Background: an optimization exercise with open tools, aiming at small area. Do not read the settings as production practice.
In this exercise RTL edits were held to simulation tests only and were not proved equivalent to the original.
Power is estimated from default activity; no workload was simulated.

==> flow/design.v <==
module weird64 (
    input  wire        clk,
    input  wire        rst,
    input  wire        bus_valid,
    input  wire        bus_write,
    input  wire [7:0]  bus_addr,
    input  wire [2:0]  bus_size,
    input  wire [31:0] bus_wdata,
    output reg  [31:0] bus_rdata,
    output wire        bus_err,
    output wire        irq
);
    localparam [1:0] C_ILL = 2'd0, C_ENC = 2'd1, C_DEC = 2'd2, C_CFG = 2'd3;
    function [4:0] dcode;
        input [3:0] d;
        begin
            case (d)
                4'd0: dcode = 5'h00; 4'd1: dcode = 5'h1D; 4'd2: dcode = 5'h1E;
                4'd3: dcode = 5'h1F; 4'd4: dcode = 5'h1C; 4'd5: dcode = 5'h15;
                4'd6: dcode = 5'h1B; 4'd7: dcode = 5'h0F; 4'd8: dcode = 5'h0C;
                default: dcode = 5'h09;
            endcase
        end
    endfunction
    function [7:0] casc;
        input [4:0] x;
        begin
            case (x)
                5'h00: casc = "0"; 5'h1D: casc = "1"; 5'h1E: casc = "2";
                5'h1F: casc = "3"; 5'h1C: casc = "4"; 5'h15: casc = "5";
                5'h1B: casc = "6"; 5'h0F: casc = "7"; 5'h0C: casc = "8";
                5'h09: casc = "9";
                default: casc = {3'b010, x};
            endcase
        end
    endfunction
    function [4:0] ccode;
        input [4:0] i;
        begin
            case (i)
                5'd0: ccode = 5'h00;   
                5'd1: ccode = 5'h1D;   
                5'd2: ccode = 5'h1E;   
                5'd3: ccode = 5'h1F;   
                5'd4: ccode = 5'h1C;   
                5'd5: ccode = 5'h15;   
                5'd6: ccode = 5'h1B;   
                5'd7: ccode = 5'h0F;   
                5'd8: ccode = 5'h0C;   
                5'd9: ccode = 5'h09;   
                5'd10: ccode = 5'h01;   
                5'd11: ccode = 5'h02;   
                5'd12: ccode = 5'h03;   
                5'd13: ccode = 5'h04;   
                5'd14: ccode = 5'h05;   
                5'd15: ccode = 5'h06;   
                5'd16: ccode = 5'h07;   
                5'd17: ccode = 5'h08;   
                5'd18: ccode = 5'h0A;   
                5'd19: ccode = 5'h0B;   
                5'd20: ccode = 5'h0D;   
                5'd21: ccode = 5'h0E;   
                5'd22: ccode = 5'h10;   
                5'd23: ccode = 5'h11;   
                5'd24: ccode = 5'h12;   
                5'd25: ccode = 5'h13;   
                5'd26: ccode = 5'h14;   
                5'd27: ccode = 5'h16;   
                5'd28: ccode = 5'h17;   
                5'd29: ccode = 5'h18;   
                5'd30: ccode = 5'h19;   
                5'd31: ccode = 5'h1A;   
                default: ccode = 5'h00;
            endcase
        end
    endfunction
    function [4:0] cidx;
        input [4:0] x;
        begin
            case (x)
                5'h00: cidx = 5'd0;   
                5'h01: cidx = 5'd10;   
                5'h02: cidx = 5'd11;   
                5'h03: cidx = 5'd12;   
                5'h04: cidx = 5'd13;   
                5'h05: cidx = 5'd14;   
                5'h06: cidx = 5'd15;   
                5'h07: cidx = 5'd16;   
                5'h08: cidx = 5'd17;   
                5'h09: cidx = 5'd9;   
                5'h0A: cidx = 5'd18;   
                5'h0B: cidx = 5'd19;   
                5'h0C: cidx = 5'd8;   
                5'h0D: cidx = 5'd20;   
                5'h0E: cidx = 5'd21;   
                5'h0F: cidx = 5'd7;   
                5'h10: cidx = 5'd22;   
                5'h11: cidx = 5'd23;   
                5'h12: cidx = 5'd24;   
                5'h13: cidx = 5'd25;   
                5'h14: cidx = 5'd26;   
                5'h15: cidx = 5'd5;   
                5'h16: cidx = 5'd27;   
                5'h17: cidx = 5'd28;   
                5'h18: cidx = 5'd29;   
                5'h19: cidx = 5'd30;   
                5'h1A: cidx = 5'd31;   
                5'h1B: cidx = 5'd6;   
                5'h1C: cidx = 5'd4;   
                5'h1D: cidx = 5'd1;   
                5'h1E: cidx = 5'd2;   
                5'h1F: cidx = 5'd3;   
                default: cidx = 5'd0;
            endcase
        end
    endfunction
    function in1_26;
        input [4:0] x;
        in1_26 = (x != 5'h00) && !(x[4] && x[3] && (x[2] || (x[1] && x[0])));
    endfunction
    function lt4;
        input [3:0] a, b;
        lt4 = (!a[3] && b[3]) ||
              (a[3] == b[3] && ((!a[2] && b[2]) ||
              (a[2] == b[2] && ((!a[1] && b[1]) ||
              (a[1] == b[1] && !a[0] && b[0])))));
    endfunction
    reg         busy, done, drop, done_ie;
    reg  [2:0]  ei_code;
    reg  [4:0]  ei_pos;
    reg  [7:0]  ei_byte;
    reg  [31:0] val_lo, val_hi, res_lo, res_hi, in_len, salt_len;
    reg         res_z;           
    reg  [3:0]  out_len;
    reg  [127:0] in_text;        
    reg  [127:0] salt;
    reg  [255:0] perm;
    reg  [64:0] out_sym;         
    reg          cfg_def;        
    reg  [159:0] ap;             
    reg  [64:0]  as_;            
    reg  [3:0]   as_len;         
    reg  [1:0]  cmd;
    reg         ph;
    reg  [4:0]  cnt;
    reg  [3:0]  kidx;
    reg  [4:0]  r;               
    reg  [64:0] work;
    integer i;
    wire errf = ~busy & (ei_code != 3'd0);
    wire bad_access = (bus_size != 3'd4) || (bus_addr[1:0] != 2'b00);
    assign bus_err  = bus_valid & bad_access;
    wire wr = bus_valid & bus_write & ~bad_access;
    assign irq = done & done_ie;
    wire [3:0] sel_w;
    genvar g;
    generate
        for (g = 0; g < 4; g = g + 1) begin : g_selw
            assign sel_w[g] = bus_addr[3:2] == g;
        end
    endgenerate
    wire [31:0] ot_word;
    wire [3:0]  ot_en;
    generate
        for (g = 0; g < 4; g = g + 1) begin : g_lane
            localparam NS = (g == 0) ? 4 : 3;
            wire [4:0] sx;
            genvar b;
            for (b = 0; b < 5; b = b + 1) begin : g_b
                wire [NS-1:0] d;
                genvar k;
                for (k = 0; k < NS; k = k + 1) begin : g_k
                    assign d[k] = out_sym[64 - 5*(4*k + g) - 4 + b];
                end
                w64_ao #(.N(NS)) u_ao (.sel(sel_w[NS-1:0]), .d(d), .y(sx[b]));
            end
            assign ot_word[8*g +: 8] = casc(sx);
            localparam [1:0] GL = g;
            assign ot_en[g] = lt4({bus_addr[3:2], GL}, out_len);
        end
    endgenerate
    wire ok = ~bad_access;
    wire [5:0] wa = bus_addr[7:2];
    localparam NR = 23;
    wire [NR-1:0] rsel;
    wire [32*NR-1:0] rdat;
    assign rsel[0] = ok & (wa == 6'h05);  assign rdat[0*32 +: 32] = val_lo;
    assign rsel[1] = ok & (wa == 6'h06);  assign rdat[1*32 +: 32] = val_hi;
    assign rsel[2] = ok & ~res_z & (wa == 6'h07);  assign rdat[2*32 +: 32] = res_lo;
    assign rsel[3] = ok & ~res_z & (wa == 6'h08);  assign rdat[3*32 +: 32] = res_hi;
    assign rsel[4] = ok & (wa == 6'h09);  assign rdat[4*32 +: 32] = in_len;
    assign rsel[5] = ok & (wa == 6'h0B);  assign rdat[5*32 +: 32] = salt_len;
    generate
        for (g = 0; g < 4; g = g + 1) begin : g_r4
            assign rsel[6+g]  = ok & (wa == 6'h0C + g);
            assign rdat[(6+g)*32 +: 32]  = in_text[32*g +: 32];
            assign rsel[10+g] = ok & (wa == 6'h14 + g);
            assign rdat[(10+g)*32 +: 32] = salt[32*g +: 32];
        end
        for (g = 0; g < 8; g = g + 1) begin : g_r8
            assign rsel[14+g] = ok & (wa == 6'h18 + g);
            assign rdat[(14+g)*32 +: 32] = perm[32*g +: 32];
        end
    endgenerate
    wire s_ot = ok & (wa[5:2] == 4'h4);
    assign rsel[22] = 1'b0;
    assign rdat[22*32 +: 32] = ot_word;
    wire [31:0] ao_rd;
    generate
        for (g = 0; g < 32; g = g + 1) begin : g_rd
            wire [NR-1:0] d;
            wire [NR-1:0] sl;
            genvar k;
            for (k = 0; k < NR; k = k + 1) begin : g_k
                assign d[k] = rdat[32*k + g];
            end
            assign sl = {s_ot & ot_en[g/8], rsel[NR-2:0]};
            w64_ao #(.N(NR)) u_ao (.sel(sl), .d(d), .y(ao_rd[g]));
        end
    endgenerate
    reg [31:0] small_rd;
    always @(*) begin
        small_rd = 32'h0;
        if (ok) begin
            case (wa)
                6'h00: small_rd = 32'h5745_0007;
                6'h02: small_rd = {28'h0, drop, errf, done, busy};
                6'h03: small_rd = {31'h0, done_ie};
                6'h04: small_rd = {8'h0, ei_byte, 3'h0, ei_pos, 5'h0, ei_code};
                6'h0A: small_rd = {28'h0, out_len};
                default: small_rd = 32'h0;
            endcase
        end
    end
    always @(*) bus_rdata = ao_rd | small_rd;
    wire is_data_reg = (bus_addr == 8'h14) || (bus_addr == 8'h18) ||
                       (bus_addr == 8'h24) || (bus_addr == 8'h2C) ||
                       (bus_addr[7:4] == 4'h3) || (bus_addr[7:4] == 4'h5) ||
                       (bus_addr[7:5] == 3'b011);
    wire wr_ctrl   = wr && (bus_addr == 8'h04);
    wire wr_data   = wr && is_data_reg;
    wire wr_stage  = wr_data && !busy;
    wire accept    = wr_ctrl && !busy && (bus_wdata != 32'h0);
    wire [12:0] sel_k;
    wire [4:0]  key_a;
    generate
        for (g = 0; g < 13; g = g + 1) begin : g_key
            assign sel_k[g] = kidx == g;
        end
        for (g = 0; g < 5; g = g + 1) begin : g_keyb
            wire [12:0] d;
            genvar k;
            for (k = 0; k < 13; k = k + 1) begin : g_k
                assign d[k] = as_[5*k + g];
            end
            w64_ao #(.N(13)) u_ao (.sel(sel_k), .d(d), .y(key_a[g]));
        end
    endgenerate
    wire [4:0] key = cfg_def ? 5'd0 : key_a;
    wire [3:0] kidx_inc  = kidx + 4'd1;
    wire [3:0] kidx_next = (kidx_inc == as_len) ? 4'd0 : kidx_inc;
    wire [4:0] pidx = ph ? ~cnt : cnt;
    wire [4:0] cnt_inc = cnt + 5'd1;
    wire        cfg = cmd == C_CFG;
    wire [15:0] sel_c;           
    wire [44:0] sel_b;           
    wire [7:0]  eb;
    generate
        for (g = 0; g < 16; g = g + 1) begin : g_selc
            assign sel_c[g] = cnt[3:0] == g;
        end
        for (g = 0; g < 32; g = g + 1) begin : g_selp
            assign sel_b[g] = cfg & (pidx == g);
        end
        for (g = 0; g < 13; g = g + 1) begin : g_selt
            assign sel_b[32+g] = ~cfg & sel_c[g];
        end
        for (g = 0; g < 8; g = g + 1) begin : g_eb
            wire [44:0] d;
            genvar k;
            for (k = 0; k < 32; k = k + 1) begin : g_kp
                assign d[k] = perm[8*k + g];
            end
            for (k = 0; k < 13; k = k + 1) begin : g_kt
                assign d[32+k] = in_text[8*k + g];
            end
            w64_ao #(.N(45)) u_ao (.sel(sel_b), .d(d), .y(eb[g]));
        end
    endgenerate
    wire       lower = (eb[7:5] == 3'b011) && in1_26(eb[4:0]);
    wire [7:0] ub = {eb[7:6], eb[5] & ~lower, eb[4:0]};
    reg        b_canon, b_alike, b_check;
    reg  [4:0] b_k;
    always @(*) begin
        b_canon = 1'b0; b_alike = 1'b0; b_check = 1'b0;
        b_k = ub[4:0];
        if (ub[7:4] == 4'h3 && (!ub[3] || ub[2:1] == 2'b00)) begin
            b_canon = 1'b1; b_k = dcode(ub[3:0]);
        end else if (ub[7:5] == 3'b010 && in1_26(ub[4:0])) begin
            if (ub == 8'h4F) begin b_alike = 1'b1; b_k = dcode(4'd0); end
            else if (ub == 8'h49 || ub == 8'h4C) begin b_alike = 1'b1; b_k = dcode(4'd1); end
            else if (ub == 8'h55) b_check = 1'b1;
            else b_canon = 1'b1;
        end else if (eb == 8'h24 || eb == 8'h2A || eb == 8'h3D || eb == 8'h7E) begin
            b_check = 1'b1;
        end
    end
    wire [4:0] tap [0:7];
    generate
        for (g = 0; g < 8; g = g + 1) begin : g_tap
            assign tap[g] = ap[20*g +: 5];
        end
    endgenerate
    reg [2:0] inv_t;
    reg       inv_hit;
    integer c;
    always @(*) begin
        inv_t = 3'd0; inv_hit = 1'b0;
        for (c = 0; c < 8; c = c + 1)
            if (tap[c] == b_k) begin
                inv_t = inv_t | c[2:0];
                inv_hit = 1'b1;
            end
    end
    wire [4:0] inv    = cfg_def ? cidx(b_k) : {inv_t, 2'b00} - r[4:0];
    wire       i_hit  = cfg_def | inv_hit;
    wire [31:0] seen_set;        
    generate
        for (g = 0; g < 32; g = g + 1) begin : g_ss
            assign seen_set[g] = b_k == g;
        end
    endgenerate
    wire seen;
    w64_ao #(.N(32)) u_seen (.sel(seen_set), .d(work[31:0]), .y(seen));
    wire [63:0] v = {val_hi, val_lo};
    wire [64:0] vx = {1'b0, v};
    wire [4:0]  dig;
    generate
        for (g = 0; g < 5; g = g + 1) begin : g_dig
            wire [12:0] d;
            genvar k;
            for (k = 0; k < 13; k = k + 1) begin : g_k
                assign d[k] = vx[5*(12 - k) + g];
            end
            w64_ao #(.N(13)) u_ao (.sel(sel_c[12:0]), .d(d), .y(dig[g]));
        end
    endgenerate
    wire [4:0]  e_idx = dig ^ key;
    wire        enc_fin = cnt[4] | (cnt[3] & cnt[2] & (cnt[1] | cnt[0]));
    reg  [3:0]  enc_n;
    always @(*) begin
        case (cnt)
            5'd12: enc_n = 4'd13; 5'd13: enc_n = 4'd12; 5'd14: enc_n = 4'd11;
            5'd15: enc_n = 4'd10; 5'd16: enc_n = 4'd9;  5'd17: enc_n = 4'd8;
            5'd18: enc_n = 4'd7;  5'd19: enc_n = 4'd6;  5'd20: enc_n = 4'd5;
            5'd21: enc_n = 4'd4;  5'd22: enc_n = 4'd3;  5'd23: enc_n = 4'd2;
            default: enc_n = 4'd1;
        endcase
    end
    wire [4:0]  e_pos = e_idx + r[4:0];
    wire [7:0]  sel_e;
    wire [4:0]  e_tap;
    generate
        for (g = 0; g < 8; g = g + 1) begin : g_sele
            assign sel_e[g] = e_pos[4:2] == g;
        end
        for (g = 0; g < 5; g = g + 1) begin : g_etap
            wire [7:0] d;
            genvar k;
            for (k = 0; k < 8; k = k + 1) begin : g_k
                assign d[k] = tap[k][g];
            end
            w64_ao #(.N(8)) u_ao (.sel(sel_e), .d(d), .y(e_tap[g]));
        end
    endgenerate
    wire [4:0]  e_sym = cfg_def ? ccode(e_idx) : e_tap;
    wire        e_hit = cfg_def | (e_pos[1:0] == 2'b00);
    wire [4:0]  w_in = (cmd == C_ENC) ? e_sym : (inv ^ key);
    wire [64:0] w_sh = {work[59:0], w_in};
    reg        cmpl, c_fail;
    reg [2:0]  c_code;
    reg [4:0]  c_pos;
    reg [7:0]  c_byte;
    reg        do_shift, do_seen, do_load;
    always @(*) begin
        cmpl = 1'b0; c_fail = 1'b0;
        c_code = 3'd0; c_pos = 5'd0; c_byte = 8'h0;
        do_shift = 1'b0; do_seen = 1'b0; do_load = 1'b0;
        if (busy) begin
            case (cmd)
                C_ILL: begin
                    cmpl = 1'b1; c_fail = 1'b1; c_code = 3'd7;
                end
                C_ENC: begin
                    if (ph && (enc_fin || e_hit)) begin
                        do_shift = 1'b1;
                        if (work[60]) cmpl = 1'b1;
                    end
                end
                C_DEC: begin
                    if (in_len == 32'h0) begin
                        cmpl = 1'b1; c_fail = 1'b1; c_code = 3'd1;
                    end else if (in_len[31:4] != 28'h0 || (&in_len[3:1])) begin
                        cmpl = 1'b1; c_fail = 1'b1; c_code = 3'd2;
                    end else if (b_check) begin
                        cmpl = 1'b1; c_fail = 1'b1; c_code = 3'd4;
                        c_pos = cnt; c_byte = eb;
                    end else if (!b_canon && !b_alike) begin
                        cmpl = 1'b1; c_fail = 1'b1; c_code = 3'd3;
                        c_pos = cnt; c_byte = eb;
                    end else if (i_hit) begin
                        do_shift = 1'b1;
                        if (cnt_inc[3:0] == in_len[3:0]) cmpl = 1'b1;
                    end
                end
                C_CFG: begin
                    if ((!ph || cnt == 5'd0) && (!b_canon || seen)) begin
                        cmpl = 1'b1; c_fail = 1'b1; c_code = 3'd5;
                        c_pos = pidx; c_byte = eb;
                    end else if (!ph) begin
                        do_seen = 1'b1;
                    end else if (cnt == 5'd0 && salt_len == 32'h0) begin
                        cmpl = 1'b1; c_fail = 1'b1; c_code = 3'd6;
                    end else begin
                        do_load = 1'b1;
                        if (cnt == 5'd31) cmpl = 1'b1;
                    end
                end
            endcase
        end
    end
    wire [31:0] wd0 = rst ? 32'h0 : bus_wdata;
    wire [31:0] wd1 = rst ? 32'h1 : bus_wdata;
    localparam [255:0] PERM_RST = {32'h5A59_5857, 32'h5654_5352, 32'h5150_4E4D, 32'h4B4A_4847,
                                   32'h4645_4443, 32'h4241_3938, 32'h3736_3534, 32'h3332_3130};
    wire a_vlo  = bus_addr == 8'h14;
    wire a_vhi  = bus_addr == 8'h18;
    wire a_ilen = bus_addr == 8'h24;
    wire a_slen = bus_addr == 8'h2C;
    always @(posedge clk) if (rst | (wr_stage & a_vlo))  val_lo   <= wd0;
    always @(posedge clk) if (rst | (wr_stage & a_vhi))  val_hi   <= wd0;
    always @(posedge clk) if (rst | (wr_stage & a_ilen)) in_len   <= wd0;
    always @(posedge clk) if (rst | (wr_stage & a_slen)) salt_len <= wd1;
    generate
        for (g = 0; g < 4; g = g + 1) begin : g_w4
            always @(posedge clk)
                if (rst | (wr_stage & bus_addr[7:4] == 4'h3 & bus_addr[3:2] == g))
                    in_text[32*g +: 32] <= wd0;
            always @(posedge clk)
                if (rst | (wr_stage & bus_addr[7:4] == 4'h5 & bus_addr[3:2] == g))
                    salt[32*g +: 32] <= wd0;
        end
        for (g = 0; g < 8; g = g + 1) begin : g_w8
            always @(posedge clk)
                if (rst | (wr_stage & bus_addr[7:5] == 3'b011 & bus_addr[4:2] == g))
                    perm[32*g +: 32] <= rst ? PERM_RST[32*g +: 32] : bus_wdata;
        end
    endgenerate
    always @(posedge clk) begin
        if (rst) begin
            busy <= 1'b0; done <= 1'b0; drop <= 1'b0; done_ie <= 1'b0;
        end else begin
            if (wr && bus_addr == 8'h0C) done_ie <= bus_wdata[0];
            if (wr && bus_addr == 8'h08) begin
                if (bus_wdata[1]) done <= 1'b0;
                if (bus_wdata[3]) drop <= 1'b0;
            end
            if ((wr_ctrl || wr_data) && busy) drop <= 1'b1;
            if (accept) begin
                busy <= 1'b1;
                done <= 1'b0;
            end
            if (cmpl) begin
                busy <= 1'b0;
                done <= 1'b1;
            end
        end
    end
    always @(posedge clk)
        if (rst | cmpl) begin
            ei_code <= rst ? 3'h0 : c_code;
            ei_pos  <= rst ? 5'h0 : c_pos;
            ei_byte <= rst ? 8'h0 : c_byte;
        end
    wire res_we = cmpl & (cmd == C_DEC);
    always @(posedge clk) if (rst | res_we) res_z <= rst | c_fail;
    always @(posedge clk)
        if (res_we) begin
            res_lo <= w_sh[31:0];
            res_hi <= w_sh[63:32];
        end
    wire enc_done = cmpl & (cmd == C_ENC);
    always @(posedge clk) if (rst | enc_done) out_len <= rst ? 4'h0 : enc_n;
    always @(posedge clk) if (enc_done) out_sym <= w_sh;
    wire cfg_done = do_load & cmpl;
    always @(posedge clk) if (rst | cfg_done) cfg_def <= rst;
    always @(posedge clk) ap <= {ap[154:0], do_load ? b_k : ap[159:155]};
    always @(posedge clk) r <= cfg_done ? 5'd0 : r + 5'd1;
    reg [64:0] salt5;
    always @(*) for (i = 0; i < 13; i = i + 1) salt5[5*i +: 5] = salt[8*i +: 5];
    always @(posedge clk)
        if (cfg_done) begin
            as_    <= salt5;
            as_len <= (salt_len[31:4] != 28'h0 || (&salt_len[3:1])) ? 4'd13 : salt_len[3:0];
        end
    always @(posedge clk) begin
        if (accept) begin
            cmd  <= (bus_wdata[31:2] == 30'h0) ? bus_wdata[1:0] : C_ILL;
            ph   <= 1'b0;
            cnt  <= 5'd0;
        end else if (busy) begin
            if (cmd == C_ENC) begin
                if (!ph) begin
                    if (dig != 5'd0 || cnt[3:0] == 4'd12) ph <= 1'b1;
                    else cnt <= cnt_inc;
                end else if (do_shift) begin
                    cnt <= cnt_inc;
                end
            end else if (cmd == C_DEC) begin
                if (do_shift) cnt <= cnt_inc;
            end else if (do_seen) begin
                if (cnt == 5'd30) begin ph <= 1'b1; cnt <= 5'd0; end
                else cnt <= cnt_inc;
            end else begin
                cnt <= cnt_inc;
            end
        end
    end
    always @(posedge clk)
        if (accept | do_shift) kidx <= accept ? 4'd0 : kidx_next;
    generate
        for (g = 0; g < 65; g = g + 1) begin : g_work
            wire en = accept | do_shift | ((g < 32) ? (do_seen & seen_set[g % 32]) : 1'b0);
            wire dn = accept ? ((g == 0) ? (bus_wdata == 32'h1) : 1'b0) :
                      ((g < 32) ? (do_shift ? w_sh[g] : 1'b1) : w_sh[g]);
            always @(posedge clk) if (en) work[g] <= dn;
        end
    endgenerate
endmodule
module w64_ao #(parameter N = 3) (
    input  wire [N-1:0] sel,
    input  wire [N-1:0] d,
    output wire         y
);
    localparam G = (N + 2) / 3;         
    localparam H = (G + 3) / 4;         
    wire [G-1:0] lo;
    wire [H-1:0] hi;
    genvar i;
    generate
        for (i = 0; i < G; i = i + 1) begin : g_lo
            if (3*i + 2 < N) begin : g3
                w64_aoi222 u (.a1(sel[3*i]), .a2(d[3*i]), .b1(sel[3*i+1]), .b2(d[3*i+1]),
                              .c1(sel[3*i+2]), .c2(d[3*i+2]), .y(lo[i]));
            end else if (3*i + 1 < N) begin : g2
                w64_aoi222 u (.a1(sel[3*i]), .a2(d[3*i]), .b1(sel[3*i+1]), .b2(d[3*i+1]),
                              .c1(sel[3*i]), .c2(d[3*i]), .y(lo[i]));
            end else begin : g1
                w64_nand2 u (.a(sel[3*i]), .b(d[3*i]), .y(lo[i]));
            end
        end
        for (i = 0; i < H; i = i + 1) begin : g_hi
            if (4*i + 3 < G) begin : g4
                w64_nand4 u (.a(lo[4*i]), .b(lo[4*i+1]), .c(lo[4*i+2]), .d(lo[4*i+3]), .y(hi[i]));
            end else if (4*i + 2 < G) begin : g3
                w64_nand3 u (.a(lo[4*i]), .b(lo[4*i+1]), .c(lo[4*i+2]), .y(hi[i]));
            end else if (4*i + 1 < G) begin : g2
                w64_nand2 u (.a(lo[4*i]), .b(lo[4*i+1]), .y(hi[i]));
            end else begin : g1
                w64_inv u (.a(lo[4*i]), .y(hi[i]));
            end
        end
        if (H == 1) begin : g_y1
            assign y = hi[0];
        end else if (H == 2) begin : g_y2
            w64_or2 u (.a(hi[0]), .b(hi[1]), .y(y));
        end else if (H == 3) begin : g_y3
            w64_or3 u (.a(hi[0]), .b(hi[1]), .c(hi[2]), .y(y));
        end else begin : g_y4
            w64_or4 u (.a(hi[0]), .b(hi[1]), .c(hi[2]), .d(hi[3]), .y(y));
        end
    endgenerate
endmodule
module w64_aoi222 (input wire a1, a2, b1, b2, c1, c2, output wire y);
    assign y = ~((a1 & a2) | (b1 & b2) | (c1 & c2));
endmodule
module w64_nand4 (input wire a, b, c, d, output wire y);
    assign y = ~(a & b & c & d);
endmodule
module w64_nand3 (input wire a, b, c, output wire y);
    assign y = ~(a & b & c);
endmodule
module w64_nand2 (input wire a, b, output wire y);
    assign y = ~(a & b);
endmodule
module w64_inv (input wire a, output wire y);
    assign y = ~a;
endmodule
module w64_or2 (input wire a, b, output wire y);
    assign y = a | b;
endmodule
module w64_or3 (input wire a, b, c, output wire y);
    assign y = a | b | c;
endmodule
module w64_or4 (input wire a, b, c, d, output wire y);
    assign y = a | b | c | d;
endmodule
==> flow/flow/run.sh <==
#!/bin/bash
# The standard layout (standard.sh: the standard flow's synthesis, floorplan, placement,
# CTS, routing), with two changes passed to the ORFS scripts:
# - the port buffers are the smallest buffer cell (buf_1) rather than the one
#   buffer_ports picks by default;
# - CTS inserts no dummy loads and uses clkbuf_16 buffers, up to 28 sinks per cluster.
# The whole make output goes to flow_make.log in this folder; each ORFS step
# also keeps its own log under orfs/logs/.
set -euo pipefail
export BUFFER_PORTS_ARGS="-buffer_cell sky130_fd_sc_hd__buf_1"
export CTS_ARGS="-sink_clustering_enable -repair_clock_nets -dont_use_dummy_load -buf_list sky130_fd_sc_hd__clkbuf_16 -sink_clustering_size 24 -sink_clustering_max_diameter 80"
bash standard.sh > flow_make.log 2>&1
==> flow/standard.sh <==
#!/bin/bash
# synth_recipe.tcl (not shown) runs the flow's synth.tcl, then flattens the netlist and writes it again
# the make line also repeats each setting of config.mk as NAME=value (left out here)
make -C /OpenROAD-flow-scripts/flow DESIGN_CONFIG=/design/flow/config.mk WORK_HOME=/design/flow/orfs CLKGATE_MAP_FILE= SYNTH_SCRIPT=/design/flow/synth_recipe.tcl "${@:-finish}"
==> flow/config.mk <==
export PLATFORM = sky130hd
export DESIGN_NAME = weird64
export DESIGN_NICKNAME = weird64
export VERILOG_FILES = /design/flow/design.v
export SDC_FILE = /design/flow/constraint.sdc
export NUM_CORES = 4
export LEC_CHECK = 0
export CAP_MARGIN = 20
export CELL_PAD_IN_SITES_DETAIL_PLACEMENT = 1
export CELL_PAD_IN_SITES_GLOBAL_PLACEMENT = 1
export CORE_MARGIN = 2
export CORE_UTILIZATION = 40
export PLACE_DENSITY = 0.8
export SLEW_MARGIN = 20
export SYNTH_HIERARCHICAL = 1
==> flow/constraint.sdc <==
create_clock -name core_clock -period 15.0 [get_ports {clk}]
set_input_delay 3.0000 -clock core_clock [delete_from_list [all_inputs] [get_ports {clk}]]
set_output_delay 3.0000 -clock core_clock [all_outputs]
set_load 0.01 [all_outputs]
==> results.rst, run 1 <==
.. list-table::
   :header-rows: 1

   * - Metric
     - Value
   * - Transition time of the tightest slew-check pin
     - 1.32 ns
   * - Hold violation count in the final report
     - 0
   * - Root Buffer
     - clkbuf_16
   * - Critical Path RT
     - 12.00 ns
   * - Portion of the post-synthesis area used by sequential elements
     - 70.4%
   * - Post-layout nets
     - 3302
   * - Number of max-slew violations in the final report
     - 0
   * - Combined area of all synthesized cells
     - 44500 µm²
   * - Post-CTS setup buffer count
     - 0
   * - Max Clk Rate
     - 90.1 MHz
   * - Number of placed I/O pins
     - 81
   * - Post-detailed-placement half-perimeter wirelength
     - 139000 µm
   * - Detailed-route DRC error count
     - 0
   * - Clk_skew
     - 0.0897 ns
   * - R2R depth
     - 22
   * - # Max-Cap Violations
     - 0
   * - Vias per std cell
     - 7.15
   * - Flop2flop setup slack
     - 5.26 ns
   * - Std-Cell Rows
     - 122
   * - Number of vias in the routed layout
     - 33700
   * - Most frequent cells after synthesis
     - edfxtp_1 (927), a222oi_1 (462), nor2_1 (223)
   * - FF+latch area
     - 31300 µm²
   * - Hold buffers post-CTS
     - 0
   * - FF-to-FF Start
     - cnt[0]$_SDFFE_PP0P_
   * - EDFF count, synth
     - 927
   * - Detailed Routing Iterations Pass 1
     - 14
   * - Yosys reg bits
     - 1102
   * - Filler Cells Inserted
     - 11200
   * - CP Data Arrival Time
     - 8.10 ns
   * - Area of combinational cells with multiple inputs
     - 12900 µm²
   * - Max Root-Sink Buffers
     - 3
   * - Post-Synthesis Mean Instance Area
     - 14.6 µm²
   * - Power per standard cell area
     - 126 nW/µm²
   * - Relative slew slack
     - 11.7%
   * - Number of cells in the finished layout apart from fillers
     - 4714
   * - Hold worst-path end
     - ap[62]$_DFF_P_
   * - Type of element capturing the critical path
     - output pin
   * - Hold Crit Depth
     - 0
   * - Number of failing setup endpoints in the final timing report
     - 0
   * - Post-synthesis instance total
     - 3044
   * - RSZ-0062 raised after global routing
     - false
   * - Top-area cell type share of the netlist area
     - 62.5%
   * - Async SR Flop Fraction
     - 0%
   * - Layout-stage area growth over the synthesis result
     - 10.1%
   * - Leakage Power
     - 16.5 nW
   * - Clock power share
     - 25.9%
   * - Startpoint class of the critical path
     - primary input
   * - Average routed wire per standard cell
     - 40.7 µm
   * - Total length of routed wires
     - 192000 µm
   * - Post-route design area
     - 49000 µm²
   * - Power share of the sequential group
     - 58.3%
   * - Library cell with the highest instance count after synthesis
     - edfxtp_1
   * - Initial antenna violation count
     - 21
   * - DIE WIDTH
     - 338 µm
   * - Hold_ws
     - 0.320 ns
   * - Placer's final routability congestion estimate
     - 1.03
   * - Number of nets still failing antenna checks after routing
     - 0
   * - Hold path startpoint
     - ap[57]$_DFF_P_
   * - Clock tree from TritonCTS
     - yes
   * - Part of the total power dissipated in combinational logic
     - 15.8%
   * - Area inside the core boundary
     - 111000 µm²
   * - Initial core utilization
     - 40.3%
   * - Drt initial violations
     - 8607
   * - Placed Instance Area
     - 47500 µm²
   * - Global-route usage over all layers
     - 33.0%
   * - Worst setup path category
     - primary input to output pin
   * - Final critical-path share of the clock period
     - 74.0%
   * - Outcome
     - complete, no violations
   * - Cells resized by post-CTS repair
     - 0
   * - Clock period minus worst slack
     - 11.10 ns
   * - Max Fanout on Critical Path
     - 23
   * - Die Ht
     - 338 µm
   * - Number of warnings reported in the yosys synthesis log
     - 7
   * - Via count of the first global-routing pass
     - 32000
   * - Fraction of layout instances using a drive strength above 1
     - 9.38%
   * - RR Endpoint
     - res_hi[21]$_DFFE_PP_
   * - Full die area
     - 114000 µm²
   * - Global route overflow
     - 0
   * - Clock Latency Late Sink
     - 0.71 ns
   * - VDD IR-drop max
     - 0.000108 V
   * - Sw Ratio
     - 28.6%
   * - Cts bufs inserted
     - 55
   * - Internal Dissipation
     - 0.00442 W
   * - TNS Setup
     - 0 ns
   * - Synth area leader
     - edfxtp_1
   * - Number of distinct library cell variants in the gate-level netlist after synthesis
     - 84
   * - Clock-pin slew on the worst setup and hold paths
     - 0.10 ns
   * - Clock Sinks
     - 1102
   * - Pin count of the biggest net entering global routing
     - 91
   * - Commonest register cell after synthesis
     - edfxtp_1
   * - Count of buffers from port buffering
     - 80
   * - Placed Instances
     - 4643
   * - Number of levels the H-tree was split into
     - 2
   * - Net load switching power
     - 0.00177 W
   * - First-pass GRT wire length
     - 260000 µm
   * - Path class of the lowest-slack min-delay path
     - flip-flop to flip-flop
   * - Top area cells in the synthesized netlist
     - edfxtp_1 (63%), a222oi_1 (10%), dfxtp_1 (7.9%)
[cells in the final DEF (no fill, tap or decap), types with 12 or more instances in the layout]
cell / count
buf_1: 79
nand3_1: 44
nor2_1: 207
o21bai_4: 15
nand2b_1: 17
nand2_1: 132
nor3_1: 31
a222oi_1: 462
o21ai_0: 85
nand4_1: 110
ha_1: 34
buf_4: 118
a31oi_1: 12
or2_1: 42
dfxtp_1: 175
xnor2_1: 43
and3_1: 15
edfxtp_1: 927
xor2_1: 23
nor2b_2: 14
a21o_1: 21
clkbuf_16: 55
nor4_1: 27
o22ai_1: 18
or2_2: 37
inv_1: 74
and2_1: 69
a21oi_1: 65
nor2b_1: 67
[power groups by stage]
| stage | Sequential, W | Combinational [W] | Clock [W] |
|---|---|---|---|
| global route | 0.00361 | 0.00102 | 0.00169 |
| global placement | 0.00366 | 0.000912 | 0 |
| floorplan | 0.00360 | 0.000585 | 0 |
| finish | 0.00360 | 0.000976 | 0.00160 |
| detailed placement | 0.00366 | 0.000936 | 0 |
| CTS | 0.00360 | 0.000939 | 0.00160 |
[stage by stage]
step | setup slack [ns] | total power (W) | util [%]
6_report | 3.90 | 0.00618 | 44.4
5_1_grt | 3.72 | 0.00632 | 44.4
3_5_place_dp | 3.98 | 0.00460 | 43.0
2_1_floorplan | 4.09 | 0.00419 | -
3_3_place_gp | 4.17 | 0.00457 | 43.0
4_1_cts | 3.97 | 0.00614 | 44.3
[metal layers]
metal / wire length [µm] / vias to the layer above / GRT usage [%] / part of all wire [%]
met2: 83000 / 3023 / 49.1 / 43
met4: 15100 / 12 / 21.7 / 7.9
li1: - / 13100 / - / -
met5: 81 / - / 0 / 0.042
met1: 65400 / 16900 / 41.9 / 34
met3: 28200 / 633 / 9.60 / 15
[state kept, by name, summed over array words and instances (netlist names), 60 cells and up]
signal and flops:
as_ 65, ap 160, in_text 128, perm 256
salt 128, out_sym 65, w_sh 60
[layout make-up]
class                           count  area share, %
Sequential cell                  1102           63.9
Tap cell                         1488           3.80
Inverter                           78          0.597
Multi-Input combinational cell   1777           26.3
Antenna cell                        8         0.0408
Timing Repair Buffer              206           2.58
Clock buffer                       55           2.81
[modules after synthesis (local to each module, per instance), excerpt]
module      cells inside  copies in the design  flops+latches
w64_aoi222             1                   462              0
w64_inv                1                    25              0
w64_nand2              1                    20              0
w64_nand3              1                    14              0
w64_nand4              1                   100              0
w64_or2                1                    42              0
w64_or3                1                     1              0
w64_or4                1                     8              0
weird64             2372                     1           1102
[logic make-up (layout without fill, tap and decap cells)]
logic type / after synthesis / count (layout) / share of synthesized area, %
compound gates: 778 / 778 / 15.0
xor+xnor: 66 / 66 / 1.30
fa+ha+maj: 39 / 39 / 1.09
buf+inv: 169 / 339 / 1.58
flops: 1102 / 1102 / 70.4
mux: 8 / 8 / 0.323
other cells: 1 / 13 / 0.00842
simple gates: 881 / 881 / 10.3
[how the worst max path moves through the flow]
stage / from / end / cells past startpoint / slack, ns
floorplan: bus_size[1] / bus_rdata[16] / 10 / 4.09
global placement: bus_addr[3] / bus_rdata[4] / 15 / 4.17
detailed placement: bus_addr[3] / bus_rdata[4] / 15 / 3.98
CTS: bus_addr[3] / bus_rdata[4] / 15 / 3.97
global route: bus_addr[3] / bus_rdata[12] / 16 / 3.72
finish: bus_addr[3] / bus_rdata[12] / 16 / 3.90
[critical path, stage by stage]
cell      delay (ns)
buf_1           0.35
inv_1           0.20
nand2_1         0.69
inv_1           0.62
a222oi_1        0.51
inv_1           0.18
and2_1          0.22
maj3_1          0.37
nand2_1         0.07
o21ai_0         0.33
or2_2           0.42
a222oi_1        0.23
nand4_1         0.13
or2_1           0.37
a21o_1          0.24
buf_1           0.14
==> run 2, diff against run 1 <==
--- a/flow/flow/run.sh
+++ b/flow/flow/run.sh
@@ -5,3 +5,3 @@
 #   buffer_ports picks by default;
-# - CTS inserts no dummy loads and uses clkbuf_16 buffers, up to 28 sinks per cluster.
+# - CTS inserts no dummy loads and uses clkbuf_16 buffers, up to 24 sinks per cluster.
 # The whole make output goes to flow_make.log in this folder; each ORFS step
--- a/flow/config.mk
+++ b/flow/config.mk
@@ -12,3 +12,3 @@
 export CORE_UTILIZATION = 40
-export PLACE_DENSITY = 0.8
+export PLACE_DENSITY = 0.85
 export SLEW_MARGIN = 20
==> run 2 against run 1 <==
  * Count of clock-buffer cells in the layout unchanged
  * Die area unchanged
  * Hold slack better by 0.0094 ns
  * Sequential share of layout area about the same
  * Maximum frequency up 0.21%
  * Clock skew up 0.0058 ns
  * Global-route usage up 0.14 points
  * Synthesized cell count unchanged
  * Sequential power about the same
==> results.rst, run 2 <==
.. list-table::
   :header-rows: 1

   * - Metric
     - Value
   * - Largest regs
     - perm x256, ap x160 (unchanged)
   * - Post-CTS setup buffer count
     - 0 (unchanged)
   * - Clock Sinks
     - 1102 (unchanged)
   * - EDFF count, synth
     - 927 (unchanged)
   * - Relative slew slack
     - 4.87% (was 11.7%)
   * - RSZ-0062 raised after global routing
     - false (unchanged)
   * - Max Fanout on Critical Path
     - 23 (unchanged)
   * - Commonest register cell after synthesis
     - edfxtp_1 (unchanged)
   * - Commonest cells after routing, fill and taps aside
     - edfxtp_1 (927), a222oi_1 (462), nor2_1 (207) (unchanged)
   * - Filler Cells Inserted
     - 11200 (about the same)
   * - Cells resized by post-CTS repair
     - 0 (unchanged)
   * - Number of max-slew violations in the final report
     - 0 (unchanged)
   * - Die Ht
     - 338 µm (unchanged)
   * - Post-detailed-placement half-perimeter wirelength
     - 139000 µm (about the same)
   * - Fraction of layout instances using a drive strength above 1
     - 9.38% (unchanged)
   * - Path class of the lowest-slack min-delay path
     - flip-flop to flip-flop (unchanged)
   * - Outcome
     - complete, no violations (unchanged)
   * - Top-area cell type share of the netlist area
     - 62.5% (unchanged)
   * - Std-Cell Rows
     - 122 (unchanged)
   * - Initial core utilization
     - 40.3% (unchanged)
   * - Post-Synthesis Mean Instance Area
     - 14.6 µm² (unchanged)
   * - Clk_skew
     - 0.0955 ns (was 0.0897 ns)
   * - Number of warnings reported in the yosys synthesis log
     - 7 (unchanged)
   * - Detailed Routing Iterations Pass 1
     - 12 (was 14)
   * - Placer's final routability congestion estimate
     - 1.09 (was 1.03)
   * - Synth area leader
     - edfxtp_1 (unchanged)
   * - Clock-pin slew on the worst setup and hold paths
     - 0.09 ns (was 0.10 ns)
   * - Most common cell after layout, fill and taps aside
     - edfxtp_1 (unchanged)
   * - Critical Path RT
     - 12.00 ns (about the same)
   * - Number of nets still failing antenna checks after routing
     - 0 (unchanged)
   * - First-pass GRT wire length
     - 262000 µm (was 260000 µm)
   * - Biggest register
     - perm (unchanged)
   * - Count of buffers from port buffering
     - 80 (unchanged)
   * - Async SR Flop Fraction
     - 0% (unchanged)
   * - Hold buffers post-CTS
     - 0 (unchanged)
   * - Layout-stage area growth over the synthesis result
     - 10.1% (about the same)
   * - Initial antenna violation count
     - 18 (was 21)
   * - Most used routing layer
     - met2 (unchanged)
   * - TNS Setup
     - 0 ns (unchanged)
   * - Power per standard cell area
     - 126 nW/µm² (about the same)
   * - Worst setup path category
     - primary input to output pin (unchanged)
   * - Global-route usage over all layers
     - 33.1% (was 33.0%)
   * - Clock period minus worst slack
     - 11.08 ns (was 11.10 ns)
   * - Root Buffer
     - clkbuf_16 (unchanged)
   * - Combined area of all synthesized cells
     - 44500 µm² (unchanged)
   * - Hold violation count in the final report
     - 0 (unchanged)
   * - Yosys reg bits
     - 1102 (unchanged)
   * - Cts bufs inserted
     - 55 (unchanged)
   * - Max Clk Rate
     - 90.3 MHz (was 90.1 MHz)
   * - Top area cells in the synthesized netlist
     - edfxtp_1 (63%), a222oi_1 (10%), dfxtp_1 (7.9%) (unchanged)
   * - Post-synthesis instance total
     - 3044 (unchanged)
   * - Clock tree from TritonCTS
     - yes (unchanged)
   * - Number of failing setup endpoints in the final timing report
     - 0 (unchanged)
   * - Average routed wire per standard cell
     - 40.9 µm (was 40.7 µm)
   * - Worst-case setup slack after placement
     - 4.25 ns (was 3.98 ns)
   * - Global route overflow
     - 0 (unchanged)
   * - Clock Latency Late Sink
     - 0.70 ns (was 0.71 ns)
   * - Area inside the core boundary
     - 111000 µm² (unchanged)
   * - # Max-Cap Violations
     - 0 (unchanged)
   * - Portion of the post-synthesis area used by sequential elements
     - 70.4% (unchanged)
   * - Grt met2 use
     - 49.0% (was 49.1%)
   * - Full die area
     - 114000 µm² (unchanged)
   * - Type of element capturing the critical path
     - output pin (unchanged)
   * - Startpoint class of the critical path
     - primary input (unchanged)
   * - Library cell with the highest instance count after synthesis
     - edfxtp_1 (unchanged)
   * - Flop2flop setup slack
     - 4.33 ns (was 5.26 ns)
   * - Number of levels the H-tree was split into
     - 2 (unchanged)
   * - Number of distinct library cell variants in the gate-level netlist after synthesis
     - 84 (unchanged)
   * - Number of vias in the routed layout
     - 34400 (was 33700)
   * - Leakage Power
     - 16.5 nW (about the same)
   * - Total length of routed wires
     - 193000 µm (was 192000 µm)
   * - Post-layout nets
     - 3302 (unchanged)
   * - Transition time of the tightest slew-check pin
     - 1.43 ns (was 1.32 ns)
   * - Pin count of the biggest net entering global routing
     - 72 (was 91)
   * - Detailed-route DRC error count
     - 0 (unchanged)
   * - Via count of the first global-routing pass
     - 32800 (was 32000)
   * - Drt initial violations
     - 9297 (was 8607)
   * - GR Util met1
     - 40.6% (was 41.9%)
   * - VDD IR-drop max
     - 0.000121 V (was 0.000108 V)
   * - CP Data Arrival Time
     - 8.08 ns (was 8.10 ns)
   * - Global-route met3 utilization
     - 10.8% (was 9.60%)
   * - Max Root-Sink Buffers
     - 3 (unchanged)
   * - Vias per std cell
     - 7.28 (was 7.15)
   * - DIE WIDTH
     - 338 µm (unchanged)
   * - Flip-flop count of the largest register after layout
     - 256 (unchanged)
   * - Final critical-path share of the clock period
     - 73.9% (was 74.0%)
   * - Slack of the critical path
     - 3.92 ns (was 3.90 ns)
   * - Most frequent cells after synthesis
     - edfxtp_1 (927), a222oi_1 (462), nor2_1 (223) (unchanged)
   * - Number of placed I/O pins
     - 81 (unchanged)
run 2: cell types whose count changed in the layout (fill, tap and decap cells not counted), sizes merged:
cell and change:
buf -1, clkbuf +1, diode +5
run 2: per-module statistics from Yosys, one instance, submodules excluded, excerpt:
module,cells inside,times used,cell area [µm²]
w64_nand4,1,100,6.26
weird64,2372,1,38700
w64_aoi222,1,462,10.0
w64_or2,1,42,6.26
w64_nand2,1,20,3.75
w64_nand3,1,14,5.00
w64_or3,1,1,6.26
w64_or4,1,8,7.51
w64_inv,1,25,3.75
run 2: logic make-up (layout without fill, tap and decap cells):
kind of cell	after synthesis	in the layout	synth area share [%]
xor gates and xnor gates	66	66	1.30
buffers and inverters	169	339	1.58
and+or+nand+nor	881	881	10.3
AOI/OAI and AO/OA	778	778	15.0
DFF	1102	1102	70.4
muxes	8	8	0.323
adders and majority gates	39	39	1.09
other	1	18	0.00842
run 2: metrics by stage:
stage / total power [W] / utilization, % / hold WS, ns / instances / instance area [µm²]
floorplan: 0.00419 / - / 0.310 / 3048 / 44500
global placement: 0.00455 / 43.0 / 0.310 / 4641 / 47500
detailed placement: 0.00460 / 43.0 / 0.313 / 4641 / 47500
CTS: 0.00613 / 44.2 / 0.331 / 4696 / 48900
global route: 0.00632 / 44.3 / 0.328 / 4707 / 49000
finish: 0.00619 / 44.4 / 0.330 / 4719 / 49000
run 2: final cells by class:
| cell class | count | area [µm²] | area share [%] |
|---|---|---|---|
| repair buffers | 206 | 1260 | 2.57 |
| multi-input cells | 1777 | 12900 | 26.2 |
| inverters | 78 | 293 | 0.597 |
| well taps | 1488 | 1860 | 3.80 |
| diodes | 13 | 32.5 | 0.0664 |
| clock buffers | 55 | 1380 | 2.81 |
| flip-flops and latches | 1102 | 31300 | 63.9 |
run 2: routing by layer:
layer / vias up / share of wire [%]
met5: - / 0.062
met4: 12 / 9.5
met3: 866 / 16
met2: 3475 / 43
met1: 16900 / 32
li1: 13100 / -
run 2: final timing paths:
kind                        from                end  cells after the start
max                  bus_addr[3]      bus_rdata[12]                     16
min               ap[53]$_DFF_P_     ap[58]$_DFF_P_                      0
max reg2reg  cnt[2]$_SDFFE_PP0P_  as_[10]$_DFFE_PP_                     23
min reg2reg       ap[53]$_DFF_P_     ap[58]$_DFF_P_                      0
run 2: critical path, stage by stage:
cell      delay (ns)
buf_1           0.33
inv_1           0.21
nand2_1         0.62
inv_1           0.63
a222oi_1        0.51
inv_1           0.20
and2_1          0.22
maj3_1          0.37
nand2_1         0.08
o21ai_0         0.36
or2_2           0.42
a222oi_1        0.26
nand4_1         0.13
or2_1           0.34
a21o_1          0.23
buf_1           0.14
run 2: where the power goes:
part / switching, W / internal, W
logic: 0.000699 / 0.000284
registers: 0.000122 / 0.00348
clock network: 0.000947 / 0.000653
total: 0.00177 / 0.00442
==> run 3, diff against run 2 <==
--- a/flow/config.mk
+++ b/flow/config.mk
@@ -12,3 +12,3 @@
 export CORE_UTILIZATION = 40
-export PLACE_DENSITY = 0.85
+export PLACE_DENSITY = 0.8
 export SLEW_MARGIN = 20
==> run 3 against run 2 <==
  * Sequential power is essentially flat
  * Count of clock-buffer cells in the layout unchanged
  * Global-route usage decreased by 0.14 points
  * Clock power about the same
  * Cell count is 0.11% lower
  * Wire length down 0.62%
  * Register-to-register slack better by 0.93 ns
==> results.rst, run 3 <==
.. list-table::
   :header-rows: 1

   * - Metric
     - Value
   * - Outcome
     - complete, no violations (unchanged)
   * - Type of element capturing the critical path
     - output pin (unchanged)
   * - Largest regs
     - perm x256, ap x160 (unchanged)
   * - Average routed wire per standard cell
     - 40.7 µm (was 40.9 µm)
   * - Post-Synthesis Mean Instance Area
     - 14.6 µm² (unchanged)
   * - Max Root-Sink Buffers
     - 3 (unchanged)
   * - Library cell with the highest instance count after synthesis
     - edfxtp_1 (unchanged)
   * - Filler Cells Inserted
     - 11200 (about the same)
   * - Relative slew slack
     - 11.7% (was 4.87%)
   * - Post-CTS setup buffer count
     - 0 (unchanged)
   * - Clock tree from TritonCTS
     - yes (unchanged)
   * - Power per standard cell area
     - 126 nW/µm² (about the same)
   * - Number of warnings reported in the yosys synthesis log
     - 7 (unchanged)
   * - Max Fanout on Critical Path
     - 23 (unchanged)
   * - Drt initial violations
     - 8607 (was 9297)
   * - Pin count of the biggest net entering global routing
     - 91 (was 72)
   * - R2R depth
     - 22 (was 23)
   * - First-pass GRT wire length
     - 260000 µm (was 262000 µm)
   * - Number of max-slew violations in the final report
     - 0 (unchanged)
   * - Clock period minus worst slack
     - 11.10 ns (was 11.08 ns)
   * - VDD IR-drop max
     - 0.000108 V (was 0.000121 V)
   * - Full die area
     - 114000 µm² (unchanged)
   * - Commonest cells after routing, fill and taps aside
     - edfxtp_1 (927), a222oi_1 (462), nor2_1 (207) (unchanged)
   * - Count of buffers from port buffering
     - 80 (unchanged)
   * - Top-area cell type share of the netlist area
     - 62.5% (unchanged)
   * - Final critical-path share of the clock period
     - 74.0% (was 73.9%)
   * - Cells resized by post-CTS repair
     - 0 (unchanged)
   * - FF+latch area
     - 31300 µm² (unchanged)
   * - Post-layout nets
     - 3302 (unchanged)
   * - Number of levels the H-tree was split into
     - 2 (unchanged)
   * - Post-synthesis instance total
     - 3044 (unchanged)
   * - Async SR Flop Fraction
     - 0% (unchanged)
   * - Die Ht
     - 338 µm (unchanged)
   * - Commonest register cell after synthesis
     - edfxtp_1 (unchanged)
   * - Portion of the post-synthesis area used by sequential elements
     - 70.4% (unchanged)
   * - Max Clk Rate
     - 90.1 MHz (was 90.3 MHz)
   * - TNS Setup
     - 0 ns (unchanged)
   * - Flip-flop count of the largest register after layout
     - 256 (unchanged)
   * - Number of failing setup endpoints in the final timing report
     - 0 (unchanged)
   * - Placed Instances
     - 4643 (was 4641)
   * - Placer's final routability congestion estimate
     - 1.03 (was 1.09)
   * - # Max-Cap Violations
     - 0 (unchanged)
   * - Clock Sinks
     - 1102 (unchanged)
   * - Hold buffers post-CTS
     - 0 (unchanged)
   * - Post-detailed-placement half-perimeter wirelength
     - 139000 µm (about the same)
   * - RSZ-0062 raised after global routing
     - false (unchanged)
   * - Clk_skew
     - 0.0897 ns (was 0.0955 ns)
   * - Hold violation count in the final report
     - 0 (unchanged)
   * - Via count of the first global-routing pass
     - 32000 (was 32800)
   * - Number of placed I/O pins
     - 81 (unchanged)
   * - Path class of the lowest-slack min-delay path
     - flip-flop to flip-flop (unchanged)
   * - Leakage Power
     - 16.5 nW (about the same)
   * - Initial antenna violation count
     - 21 (was 18)
   * - Clock Latency Late Sink
     - 0.71 ns (was 0.70 ns)
   * - Number of nets still failing antenna checks after routing
     - 0 (unchanged)
   * - Biggest register
     - perm (unchanged)
   * - Cts bufs inserted
     - 55 (unchanged)
   * - Yosys reg bits
     - 1102 (unchanged)
   * - Most frequent cells after synthesis
     - edfxtp_1 (927), a222oi_1 (462), nor2_1 (223) (unchanged)
   * - Combined area of all synthesized cells
     - 44500 µm² (unchanged)
   * - Std-Cell Rows
     - 122 (unchanged)
   * - Area of combinational cells with multiple inputs
     - 12900 µm² (about the same)
   * - Top area cells in the synthesized netlist
     - edfxtp_1 (63%), a222oi_1 (10%), dfxtp_1 (7.9%) (unchanged)
   * - Hold Crit Depth
     - 0 (unchanged)
   * - Fraction of layout instances using a drive strength above 1
     - 9.38% (unchanged)
   * - Number of vias in the routed layout
     - 33700 (was 34400)
   * - Startpoint class of the critical path
     - primary input (unchanged)
   * - CP Data Arrival Time
     - 8.10 ns (was 8.08 ns)
   * - Global route overflow
     - 0 (unchanged)
   * - DIE WIDTH
     - 338 µm (unchanged)
   * - Vias per std cell
     - 7.15 (was 7.28)
   * - Layout-stage area growth over the synthesis result
     - 10.1% (about the same)
   * - EDFF count, synth
     - 927 (unchanged)
   * - Worst setup path category
     - primary input to output pin (unchanged)
   * - Area inside the core boundary
     - 111000 µm² (unchanged)
   * - Detailed-route DRC error count
     - 0 (unchanged)
   * - Number of cells in the finished layout apart from fillers
     - 4714 (was 4719)
   * - Root Buffer
     - clkbuf_16 (unchanged)
   * - Critical Path RT
     - 12.00 ns (about the same)
   * - Transition time of the tightest slew-check pin
     - 1.32 ns (was 1.43 ns)
   * - Total length of routed wires
     - 192000 µm (was 193000 µm)
   * - Number of distinct library cell variants in the gate-level netlist after synthesis
     - 84 (unchanged)
   * - Initial core utilization
     - 40.3% (unchanged)
   * - Synth area leader
     - edfxtp_1 (unchanged)
   * - Global-route usage over all layers
     - 33.0% (was 33.1%)
   * - Most common cell after layout, fill and taps aside
     - edfxtp_1 (unchanged)
   * - Clock-pin slew on the worst setup and hold paths
     - 0.10 ns (was 0.09 ns)
   * - Detailed Routing Iterations Pass 1
     - 14 (was 12)
-- run 3: cell counts after synthesis --
Identical to the previous run, type by type.
-- run 3: report_power, final --
part / internal, W / switching, W / total [W]
clock: 0.000653 / 0.000951 / 0.00160
combinational: 0.000282 / 0.000694 / 0.000976
sequential: 0.00348 / 0.000122 / 0.00360
total: 0.00442 / 0.00177 / 0.00618
-- run 3: worst max-delay path: stages --
cell	delay [ns]
buf_1	0.35
inv_1	0.20
nand2_1	0.69
inv_1	0.62
a222oi_1	0.51
inv_1	0.18
and2_1	0.22
maj3_1	0.37
nand2_1	0.07
o21ai_0	0.33
or2_2	0.42
a222oi_1	0.23
nand4_1	0.13
or2_1	0.37
a21o_1	0.24
buf_1	0.14
-- run 3: routing by layer --
metal / track usage [%] / share of wire (%) / vias up
li1: - / - / 13100
met4: 21.7 / 7.9 / 12
met1: 41.9 / 34 / 16900
met5: 0 / 0.042 / -
met2: 49.1 / 43 / 3023
met3: 9.60 / 15 / 633
-- run 3: Yosys stat by module (local to each module, per instance), a selection --
module | cell area [µm²] | cells inside
weird64 | 38700 | 2372
w64_inv | 3.75 | 1
w64_nand2 | 3.75 | 1
w64_or3 | 6.26 | 1
w64_or2 | 6.26 | 1
w64_nand3 | 5.00 | 1
w64_aoi222 | 10.0 | 1
w64_or4 | 7.51 | 1
w64_nand4 | 6.26 | 1
-- run 3: stage by stage --
stage	total power, W	utilization, %	setup WS, ns	area [µm²]	hold slack [ns]
after floorplan	0.00419	-	4.09	44500	0.310
after global placement	0.00457	43.0	4.17	47500	0.310
after detailed placement	0.00460	43.0	3.98	47500	0.313
after CTS	0.00614	44.3	3.97	48900	0.318
after global routing	0.00632	44.4	3.72	49000	0.324
final	0.00618	44.4	3.90	49000	0.320
-- run 3: cell type report --
class / instances / share of cell area, %
diodes: 8 / 0.0408
clock buffers: 55 / 2.81
inverters: 78 / 0.597
multi-input cells: 1777 / 26.3
flip-flops and latches: 1102 / 63.9
well taps: 1488 / 3.80
repair buffers: 206 / 2.58
-- run 3: final timing paths --
| path | start | endpoint | slack [ns] |
|---|---|---|---|
| worst max-delay path | bus_addr[3] | bus_rdata[12] | 3.90 |
| worst min register to register | ap[57]$_DFF_P_ | ap[62]$_DFF_P_ | 0.32 |
| worst max register to register | cnt[0]$_SDFFE_PP0P_ | res_hi[21]$_DFFE_PP_ | 5.26 |
| worst min-delay path | ap[57]$_DFF_P_ | ap[62]$_DFF_P_ | 0.32 |
-- run 3: cell families after synthesis --
logic type / after synthesis / synth area share [%]
XOR/XNOR: 66 / 1.30
other: 1 / 0.00842
buffers and inverters: 169 / 1.58
AO/OA/AOI/OAI: 778 / 15.0
multiplexers: 8 / 0.323
adder cells (fa/ha/maj): 39 / 1.09
flip-flops: 1102 / 70.4
AND/OR/NAND/NOR: 881 / 10.3

## what the ideal ports hide
How much do the figures lean on ideal ports? The routed layouts below were timed once more, with nothing changed but the port constraints. Step 1 sets driving cells, clkbuf_16 on the clock port and buf_2 on the other inputs (assumed; they add their load-dependent delay and slew). Step 2, shift: input delay + t, output delay - t, t = (earliest + latest rising clock arrival at the registers) / 2. This alone moves slack from input paths to output paths. Slacks: ideal ports / drivers / drivers and shift; pairs: ideal ports / drivers.
| run | t, ns | setup WS [ns] | worst hold slack (ns) | worst setup path after step 2 | clock arrival spread, ns |
|---|---|---|---|---|---|
| run 1 | 0.734 | 3.900 / 3.827 / 3.827 | 0.320 / 0.320 / 0.320 | input to output | 0.090 / 0.090 |
| run 2 | 0.722 | 3.922 / 3.843 / 3.843 | 0.330 / 0.330 / 0.330 | input to output | 0.096 / 0.095 |
| run 3 | 0.734 | 3.900 / 3.827 / 3.827 | 0.320 / 0.320 / 0.320 | input to output | 0.090 / 0.090 |
After both steps setup and hold are still met in every run listed. The setup slack of run 2, which loses most, moves by -0.079 ns with the drivers and by -0.079 ns with both steps.
